What follows belongs to an exercise in optimizing a design on an open flow for small area and few clock cycles; a production flow would make more cautious choices.
Only simulation tests tie the RTL to the original design; equivalence was not proved.
No activity file was given, so power comes from the tool's default toggle rates.

==> flow/config.mk <==
export PLATFORM = sky130hd
export DESIGN_NAME = jtag_acc
export DESIGN_NICKNAME = jtag_acc
export VERILOG_FILES = /design/flow/design.v
export SDC_FILE = /design/flow/constraint.sdc
export NUM_CORES = 4
export LEC_CHECK = 0
export CAP_MARGIN = 20
export CORE_MARGIN = 2
export CORE_UTILIZATION = 40
export SLEW_MARGIN = 20
==> flow/design.v <==
module jtag_acc (
    input  wire        clk,
    input  wire        rst,
    input  wire        cmd_valid,
    output wire        cmd_ready,
    input  wire [31:0] cmd_word,
    output wire        rsp_valid,
    output wire [2:0]  rsp_status,
    output wire        tx_valid,
    input  wire        tx_ready,
    output reg  [7:0]  tx_data,
    input  wire        rx_valid,
    output wire        rx_ready,
    input  wire [7:0]  rx_data,
    input  wire        link_err,
    output wire        busy,
    output reg         err,
    output reg  [1:0]  err_kind,
    output reg         sess_open,
    output wire [31:0] nbits,
    output reg         diag_valid,
    output reg  [5:0]  diag_index,
    output reg  [7:0]  diag_obs,
    output reg  [7:0]  diag_mask,
    output reg  [7:0]  diag_exp
);
    localparam CAP_BYTES = 32;
    localparam CAP_BITS  = 8 * CAP_BYTES;
    localparam [2:0] ST_OK      = 3'd0;
    localparam [2:0] ST_ALREADY = 3'd1;
    localparam [2:0] ST_VMIS    = 3'd2;
    localparam [2:0] ST_CONN    = 3'd3;
    localparam [2:0] ST_ILLEGAL = 3'd4;
    localparam [2:0] ST_NOSESS  = 3'd5;
    localparam [1:0] EK_NONE = 2'd0;
    localparam [1:0] EK_VMIS = 2'd1;
    localparam [1:0] EK_CONN = 2'd2;
    localparam [3:0] OP_SETUP    = 4'h1;
    localparam [3:0] OP_RECORD   = 4'h2;
    localparam [3:0] OP_WAIT     = 4'h3;
    localparam [3:0] OP_FLUSH    = 4'h4;
    localparam [3:0] OP_SHUTDOWN = 4'h5;
    localparam [2:0] C_IDLE  = 3'd0;
    localparam [2:0] C_SETUP = 3'd1;
    localparam [2:0] C_REC   = 3'd2;
    localparam [2:0] C_WLOOP = 3'd3;
    localparam [2:0] C_FLUSH = 3'd4;
    localparam [2:0] C_RSP   = 3'd5;
    localparam [3:0] F_IDLE  = 4'd0;
    localparam [3:0] F_START = 4'd1;
    localparam [3:0] F_TAG   = 4'd2;
    localparam [3:0] F_CNT   = 4'd3;
    localparam [3:0] F_TMS   = 4'd4;
    localparam [3:0] F_TDI   = 4'd5;
    localparam [3:0] F_RX    = 4'd6;
    localparam [3:0] F_VFY   = 4'd7;
    localparam [3:0] F_CLR   = 4'd8;
    localparam [3:0] F_DONE  = 4'd9;
    localparam [1:0] K_RSP   = 2'd0;   
    localparam [1:0] K_WAUTO = 2'd1;   
    localparam [1:0] K_WTAIL = 2'd2;   
    reg [CAP_BITS-1:0] pl_tms;
    reg [CAP_BITS-1:0] pl_tdi;
    reg [CAP_BITS-1:0] pl_exp;
    reg [CAP_BITS-1:0] pl_mask;
    reg [CAP_BITS-1:0] obs;
    reg [5:0]  byte_idx;       
    reg [7:0]  bit_mask;       
    reg [2:0]  cph;
    reg [3:0]  fph;
    reg [5:0]  fctr;
    reg [8:0]  len_bits;
    reg [5:0]  len_bytes;
    reg [31:0] cmd;
    reg [23:0] wcnt;
    reg [2:0]  wres;
    reg [2:0]  status;
    reg [2:0]  fstat;
    reg [1:0]  kont;
    reg [2:0] bitpos;
    always @(*) begin
        case (bit_mask)
            8'h02:   bitpos = 3'd1;
            8'h04:   bitpos = 3'd2;
            8'h08:   bitpos = 3'd3;
            8'h10:   bitpos = 3'd4;
            8'h20:   bitpos = 3'd5;
            8'h40:   bitpos = 3'd6;
            8'h80:   bitpos = 3'd7;
            default: bitpos = 3'd0;
        endcase
    end
    wire [8:0] cur_bits  = {byte_idx, bitpos};
    wire [5:0] cur_bytes = byte_idx + ((bit_mask == 8'h01) ? 6'd0 : 6'd1);
    wire [7:0] bit_pos   = cur_bits[7:0];    
    wire       will_fill = (bit_mask == 8'h80) && (byte_idx == CAP_BYTES - 1);
    assign nbits = {23'd0, cur_bits};
    wire [3:0] op = cmd_word[31:28];
    reg        illegal;
    always @(*) begin
        case (op)
            OP_SETUP, OP_FLUSH, OP_SHUTDOWN: illegal = (cmd_word[27:0] != 28'd0);
            OP_RECORD:                       illegal = (cmd_word[27:5] != 23'd0);
            OP_WAIT:                         illegal = (cmd_word[27:25] != 3'd0);
            default:                         illegal = 1'b1;
        endcase
    end
    wire        is_wait  = (cmd[31:28] == OP_WAIT);
    wire        r_tms    = is_wait ? cmd[24] : cmd[0];
    wire        r_tdi    = is_wait ? 1'b0 : cmd[1];
    wire        r_tdo    = is_wait ? 1'b0 : cmd[2];
    wire        r_cmp    = is_wait ? 1'b0 : cmd[3];
    wire        r_sync   = is_wait ? 1'b0 : cmd[4];
    wire [7:0] tms_byte  = pl_tms[fctr*8 +: 8];
    wire [7:0] tdi_byte  = pl_tdi[fctr*8 +: 8];
    wire [7:0] exp_byte  = pl_exp[fctr*8 +: 8];
    wire [7:0] mask_byte = pl_mask[fctr*8 +: 8];
    wire [7:0] obs_byte  = obs[fctr*8 +: 8];
    wire [31:0] len32 = {23'd0, len_bits};
    always @(*) begin
        case (fph)
            F_TAG: begin
                case (fctr[2:0])
                    3'd0:    tx_data = 8'h73;   
                    3'd1:    tx_data = 8'h68;   
                    3'd2:    tx_data = 8'h69;   
                    3'd3:    tx_data = 8'h66;   
                    3'd4:    tx_data = 8'h74;   
                    default: tx_data = 8'h3A;   
                endcase
            end
            F_CNT:   tx_data = len32[fctr[1:0]*8 +: 8];
            F_TMS:   tx_data = tms_byte;
            F_TDI:   tx_data = tdi_byte;
            default: tx_data = 8'h00;
        endcase
    end
    wire io_tx = (fph == F_TAG) || (fph == F_CNT) || (fph == F_TMS) || (fph == F_TDI);
    wire io_rx = (fph == F_RX);
    assign tx_valid   = io_tx;
    assign rx_ready   = io_rx;
    assign cmd_ready  = (cph == C_IDLE);
    assign busy       = (cph != C_IDLE);
    assign rsp_valid  = (cph == C_RSP);
    assign rsp_status = status;
    always @(posedge clk) begin
        if (rst) begin
            cph        <= C_IDLE;
            fph        <= F_IDLE;
            byte_idx   <= 6'd0;
            bit_mask   <= 8'h01;
            err        <= 1'b0;
            err_kind   <= EK_NONE;
            sess_open  <= 1'b0;
            diag_valid <= 1'b0;
            diag_index <= 6'd0;
            diag_obs   <= 8'd0;
            diag_mask  <= 8'd0;
            diag_exp   <= 8'd0;
        end else begin
            case (cph)
                C_IDLE: begin
                    if (cmd_valid) begin
                        cmd <= cmd_word;
                        if (illegal) begin
                            status <= ST_ILLEGAL;
                            cph    <= C_RSP;
                        end else if (!sess_open && op != OP_SETUP) begin
                            status <= ST_NOSESS;
                            cph    <= C_RSP;
                        end else begin
                            case (op)
                                OP_SETUP:  cph <= C_SETUP;
                                OP_RECORD: cph <= C_REC;
                                OP_WAIT: begin
                                    wcnt <= cmd_word[23:0];
                                    wres <= ST_OK;
                                    cph  <= C_WLOOP;
                                end
                                default: begin       
                                    kont <= K_RSP;
                                    fph  <= F_START;
                                    cph  <= C_FLUSH;
                                end
                            endcase
                        end
                    end
                end
                C_SETUP: begin
                    pl_tms     <= {CAP_BITS{1'b0}};
                    pl_tdi     <= {CAP_BITS{1'b0}};
                    pl_exp     <= {CAP_BITS{1'b0}};
                    pl_mask    <= {CAP_BITS{1'b0}};
                    byte_idx   <= 6'd0;
                    bit_mask   <= 8'h01;
                    err        <= 1'b0;
                    err_kind   <= EK_NONE;
                    diag_valid <= 1'b0;
                    diag_index <= 6'd0;
                    diag_obs   <= 8'd0;
                    diag_mask  <= 8'd0;
                    diag_exp   <= 8'd0;
                    sess_open  <= 1'b1;
                    status     <= ST_OK;
                    cph        <= C_RSP;
                end
                C_REC: begin
                    if (err) begin
                        status <= ST_ALREADY;
                        cph    <= C_RSP;
                    end else begin
                        if (r_tms) pl_tms[bit_pos]  <= 1'b1;
                        if (r_tdi) pl_tdi[bit_pos]  <= 1'b1;
                        if (r_cmp) begin
                            pl_exp[bit_pos]  <= r_tdo;
                            pl_mask[bit_pos] <= 1'b1;
                        end
                        if (bit_mask != 8'h80) begin
                            bit_mask <= bit_mask << 1;
                        end else begin
                            byte_idx <= byte_idx + 6'd1;
                            bit_mask <= 8'h01;
                        end
                        if (will_fill || r_sync) begin
                            kont <= K_RSP;
                            fph  <= F_START;
                            cph  <= C_FLUSH;
                        end else begin
                            status <= ST_OK;
                            cph    <= C_RSP;
                        end
                    end
                end
                C_WLOOP: begin
                    if (wcnt != 24'd0 && wres == ST_OK) begin
                        wcnt <= wcnt - 24'd1;
                        if (err) begin
                            wres <= ST_ALREADY;
                        end else begin
                            if (r_tms) pl_tms[bit_pos] <= 1'b1;
                            if (bit_mask != 8'h80) begin
                                bit_mask <= bit_mask << 1;
                            end else begin
                                byte_idx <= byte_idx + 6'd1;
                                bit_mask <= 8'h01;
                            end
                            if (will_fill) begin
                                kont <= K_WAUTO;
                                fph  <= F_START;
                                cph  <= C_FLUSH;
                            end
                        end
                    end else begin
                        kont <= K_WTAIL;
                        fph  <= F_START;
                        cph  <= C_FLUSH;
                    end
                end
                C_FLUSH: begin
                    if (fph == F_DONE) begin
                        fph <= F_IDLE;
                        case (kont)
                            K_WAUTO: begin
                                wres <= fstat;
                                cph  <= C_WLOOP;
                            end
                            K_WTAIL: begin
                                status <= (wres != ST_OK) ? wres : fstat;
                                cph    <= C_RSP;
                            end
                            default: begin
                                status <= fstat;
                                cph    <= C_RSP;
                            end
                        endcase
                    end
                end
                C_RSP: begin
                    if (cmd[31:28] == OP_SHUTDOWN && status != ST_ILLEGAL && status != ST_NOSESS)
                        sess_open <= 1'b0;
                    cph <= C_IDLE;
                end
                default: cph <= C_IDLE;
            endcase
            case (fph)
                F_START: begin
                    if (cur_bits == 9'd0) begin
                        fstat <= ST_OK;
                        fph   <= F_DONE;
                    end else if (err) begin
                        fstat <= ST_ALREADY;
                        fph   <= F_DONE;
                    end else begin
                        len_bits  <= cur_bits;
                        len_bytes <= cur_bytes;
                        fctr      <= 6'd0;
                        fph       <= F_TAG;
                    end
                end
                F_TAG, F_CNT, F_TMS, F_TDI: begin
                    if (link_err) begin
                        err      <= 1'b1;
                        err_kind <= EK_CONN;
                        fstat    <= ST_CONN;
                        fph      <= F_DONE;
                    end else if (tx_ready) begin
                        case (fph)
                            F_TAG: begin
                                if (fctr == 6'd5) begin
                                    fctr <= 6'd0;
                                    fph  <= F_CNT;
                                end else begin
                                    fctr <= fctr + 6'd1;
                                end
                            end
                            F_CNT: begin
                                if (fctr == 6'd3) begin
                                    fctr <= 6'd0;
                                    fph  <= F_TMS;
                                end else begin
                                    fctr <= fctr + 6'd1;
                                end
                            end
                            F_TMS: begin
                                if (fctr == len_bytes - 6'd1) begin
                                    fctr <= 6'd0;
                                    fph  <= F_TDI;
                                end else begin
                                    fctr <= fctr + 6'd1;
                                end
                            end
                            default: begin   
                                if (fctr == len_bytes - 6'd1) begin
                                    fctr <= 6'd0;
                                    fph  <= F_RX;
                                end else begin
                                    fctr <= fctr + 6'd1;
                                end
                            end
                        endcase
                    end
                end
                F_RX: begin
                    if (link_err) begin
                        err      <= 1'b1;
                        err_kind <= EK_CONN;
                        fstat    <= ST_CONN;
                        fph      <= F_DONE;
                    end else if (rx_valid) begin
                        obs[fctr*8 +: 8] <= rx_data;
                        if (fctr == len_bytes - 6'd1) begin
                            fctr <= 6'd0;
                            fph  <= F_VFY;
                        end else begin
                            fctr <= fctr + 6'd1;
                        end
                    end
                end
                F_VFY: begin
                    if (exp_byte != (obs_byte & mask_byte)) begin
                        err        <= 1'b1;
                        err_kind   <= EK_VMIS;
                        diag_valid <= 1'b1;
                        diag_index <= fctr;
                        diag_obs   <= obs_byte;
                        diag_mask  <= mask_byte;
                        diag_exp   <= exp_byte;
                        fstat      <= ST_VMIS;
                        fph        <= F_DONE;
                    end else if (fctr == len_bytes - 6'd1) begin
                        fph <= F_CLR;
                    end else begin
                        fctr <= fctr + 6'd1;
                    end
                end
                F_CLR: begin
                    pl_tms   <= {CAP_BITS{1'b0}};
                    pl_tdi   <= {CAP_BITS{1'b0}};
                    pl_exp   <= {CAP_BITS{1'b0}};
                    pl_mask  <= {CAP_BITS{1'b0}};
                    byte_idx <= 6'd0;
                    bit_mask <= 8'h01;
                    fstat    <= ST_OK;
                    fph      <= F_DONE;
                end
                default: ;   
            endcase
        end
    end
endmodule
==> flow/run.sh <==
#!/bin/bash
# synth_recipe.tcl (not shown) runs the flow's synth.tcl, then flattens the netlist and writes it again
# the make line also repeats each setting of config.mk as NAME=value (left out here)
make -C /OpenROAD-flow-scripts/flow DESIGN_CONFIG=/design/flow/config.mk WORK_HOME=/design/flow/orfs CLKGATE_MAP_FILE= SYNTH_SCRIPT=/design/flow/synth_recipe.tcl finish
==> flow/constraint.sdc <==
create_clock -name core_clock -period 10.0 [get_ports {clk}]
set_input_delay 2.0000 -clock core_clock [delete_from_list [all_inputs] [get_ports {clk}]]
set_output_delay 2.0000 -clock core_clock [all_outputs]
set_load 0.01 [all_outputs]
==> reports/metrics.yaml <==
critical_path:
  critPathCaptureType: "primary output"
  worstRegToRegCells: 12
  rrSetupSlack_ns: 3.76
  required_ns: 8.00
  cp_max_fo: 30
  worstSetupPathType: "reg2out"
  r2r-start: "fctr[0]"
  cp-start-kind: "flop"
  r2r_end: "diag_obs[4]"
  cp.arrival_ns: 5.62
synth:
  synthTopCellsByCount: "edfxtp_1, nand2_1, o21a_1, nor2_1, clkbuf_1"
  synthDistinctLibCells: 100
  synthCells: 5493
  synthTopCellsByArea: "edfxtp_1, mux4_2, o21a_1"
  seq_area_frac_synth_pct: 57.8
  synth-compound-area-share_pct: 12.8
  muxShareOfSynthArea_pct: 16.8
  synth.largest_area_cell: "edfxtp_1"
  syn_area_per_cell_um2: 13.1
  synth_top_area_share_pct: 56.2
  yosysMostFrequentCell: "edfxtp_1"
  synthArstFlopShare_pct: 0
  synth-adder-area-share_pct: 0.331
  synth_top_family_by_area: "multiplexers"
  synth_edf_count: 1344
  yosys.area_share.simple_pct: 8.50
  synth-xor-area-share_pct: 0.716
  synthFlopType: "edfxtp_1"
  yosys_warnings: 1
  netlist_area_um2: 71800
  ys_seq_elements: 1400
power:
  sw_frac_of_total_pct: 30.9
  p_per_area_nw_per_um2: 210
  leakage_nw: 25.4
  power.switching_mw: 5.20
  pwr-share-seq_pct: 46.3
  p_clk_share_pct: 33.7
  total_power_mw: 16.9
  ir_drop_v: 0.000168
  comb_power_share_pct: 20.0
  p_int_mw: 11.7
clocking:
  clk_pin_slew_ns: 0.06
  cts_setup_buffers: 0
  clock_latency_ns: 0.82
  hold_buffers: 0
  cts_tree: "built"
  htreeDepth: 4
  cts_sinks: 1400
  cts_buffers: 151
  clk_path_buf_depth: 3
  cts-root-buf: "clkbuf_16"
  post_cts_resized: 0
timing:
  fin_crit_sh_pct: 76.2
  max_slew_margin_pct: 17.2
  fin_crit_ns: 7.62
  fin_ws_ns: 2.38
  whs_ns: 0.464
  finalSetupViolCount: 0
  tns_ns: 0
  drv_slew: 0
  fmax_mhz: 131
  fin_worst_skew_ns: 0.0312
  finalHoldViolations: 0
  rsz0062_at_grt: "no"
  tightest_slew_ns: 1.24
floorplan:
  die_width_um: 428
  num_io_pins: 129
  core_region_area_um2: 178000
  initial_core_util_pct: 40.3
  die-area_um2: 183000
  die_h_um: 428
  row_count: 155
grt:
  antenna_found_initial: 7
  grt_max_degree: 204
  grt_usage_pct: 25.4
  gr-total-overflow: 0
  grt_pass1_vias: 47500
  grt_pass1_wl_um: 341000
drt:
  vias_per_cell: 6.33
  drc: 0
  wl_um: 236000
  ant_nets: 0
  first_pass_iters: 6
  vias: 50300
  drt_iter0_markers: 6717
  avgRoutedWirePerCell_um: 29.8
finish:
  drive_gt1_share_pct: 18.4
  synthToLayoutAreaGrowth_pct: 11.7
  postLayoutCoreUtil_pct: 45.0
  nets: 5524
worst_hold_path:
  hold_path.class: "reg2reg"
  min_from: "diag_obs[3]"
  min_to: "diag_obs[3]"
  hold_depth: 2
placement:
  place.gp.congestion: 0.888
  preCtsSetupSlack_ns: 3.16
  hpwl_um: 150000
  io_buffers: 105
status:
  outcome: "timing/DRC/antenna clean"
job:
  drv_cap: 0
## sequential cells by signal, indices dropped and copies added (netlist names), 2 cells and up
signal,count
obs,256
pl_exp,256
pl_mask,256
pl_tdi,256
pl_tms,256
wcnt,24
cmd,10
len_bits,9
bit_mask,8
diag_exp,8
diag_mask,8
diag_obs,8
byte_idx,6
diag_index,6
fctr,6
len_bytes,6
fph,4
cph,3
status,3
err_kind,2
fstat,2
kont,2
wres,2
## layer usage
metal  GRT usage (%)  share of wire (%)  vias to the layer above
li1                -                  -                    21200
met5               0              0.055                        -
met3            5.39                9.9                      477
met1            35.1                 40                    25800
met4            11.5                4.9                        4
met2            38.4                 45                     2756
## placed cells by master, fill, tap and decap left out, types with 143 or more instances in the layout
master     synthesis  final
edfxtp_1        1344   1344
nand2_1          582    580
o21a_1           512    511
nor2_1           464    452
mux4_2           292    292
mux2_2           279    279
mux2i_1          230    230
o21ai_0          218    217
clkbuf_16          0    161
a21oi_1          154    151
o22ai_1          143    143
## worst max-delay path by stage
stage | startpoint | to | slack (ns) | cells after the start
floorplan | rst | pl_tms[0] | -5.62 | 3
global placement | fph[3] | tx_data[6] | 3.17 | 9
detailed placement | fph[3] | tx_data[6] | 3.16 | 9
CTS | fph[3] | tx_data[6] | 2.27 | 9
global route | fph[2] | tx_data[6] | 2.06 | 9
finish | fph[3] | tx_data[6] | 2.38 | 9
## critical path: stages, from the launching register on
cell and delay [ns]:
dfxtp_1 0.51, nand2b_1 0.34, nor2_4 0.63, buf_4 0.62
mux4_2 0.58, mux4_2 0.50, mux4_2 0.57, a222oi_1 0.40
inv_1 0.10, clkdlybuf4s50_1 0.49
## area by class of cell
type                       count  area, um2
fill                       16000      98200
multi-input combinational   3630      28500
antenna                        1       2.50
timing repair buffer         241       2240
tap                         2355       2950
clock inverter                82        683
sequential                  1400      41500
clock buffer                 196       4220
inverter                      35        135
## metrics by stage
| step | cells | cell area, um2 |
|---|---|---|
| floorplan | 5515 | 71900 |
| global placement | 7657 | 75300 |
| detailed placement | 7660 | 75300 |
| CTS | 7938 | 80200 |
| global route | 7939 | 80200 |
| finish | 7940 | 80200 |
## kinds of logic after synthesis
| family | after synthesis |
|---|---|
| adders and majority gates | 19 |
| DFF | 1400 |
| buffers and inverters | 485 |
| muxes | 804 |
| and+or+nand+nor | 1397 |
| xor gates and xnor gates | 54 |
| other | 1 |
| AOI/OAI and AO/OA | 1333 |
## power groups by stage
stage	Clock, mW	Sequential [mW]	Combinational (mW)
finish	5.68	7.81	3.37
global route	5.96	7.87	3.47
CTS	5.73	7.78	3.31
detailed placement	0	7.90	3.31
global placement	0	7.88	3.28
floorplan	0	7.99	1.99
Testbench counts, summed over its fixed seeds: cycles 138,734.

## afterwards: timing with drivers on the ports
The results above use ideal ports. As a check the final layout listed here was re-extracted and re-timed, cells and wires unchanged. Step 1: set_driving_cell puts a clkbuf_16 on clk and a buf_2 on each other input, an assumption about the parent block. Step 2 times the ports against the registers' clock, not the clock port: input delays grow and output delays shrink by t, the midpoint of the rising clock arrivals with the driver on. Three values: no drivers, after step 1, after step 2; two values: the first two.
t, ns: 0.898
slack for setup (ns): 2.383 / 2.287 / 3.185
worst setup path at the end: register to output
slew at the worst register clock pin (ns): 0.07 / 0.07
pins driven straight from the clock port: 1
After both steps setup and hold are still met in this run. For this run, drivers alone change the setup slack by -0.096 ns; drivers and shift together by +0.802 ns.
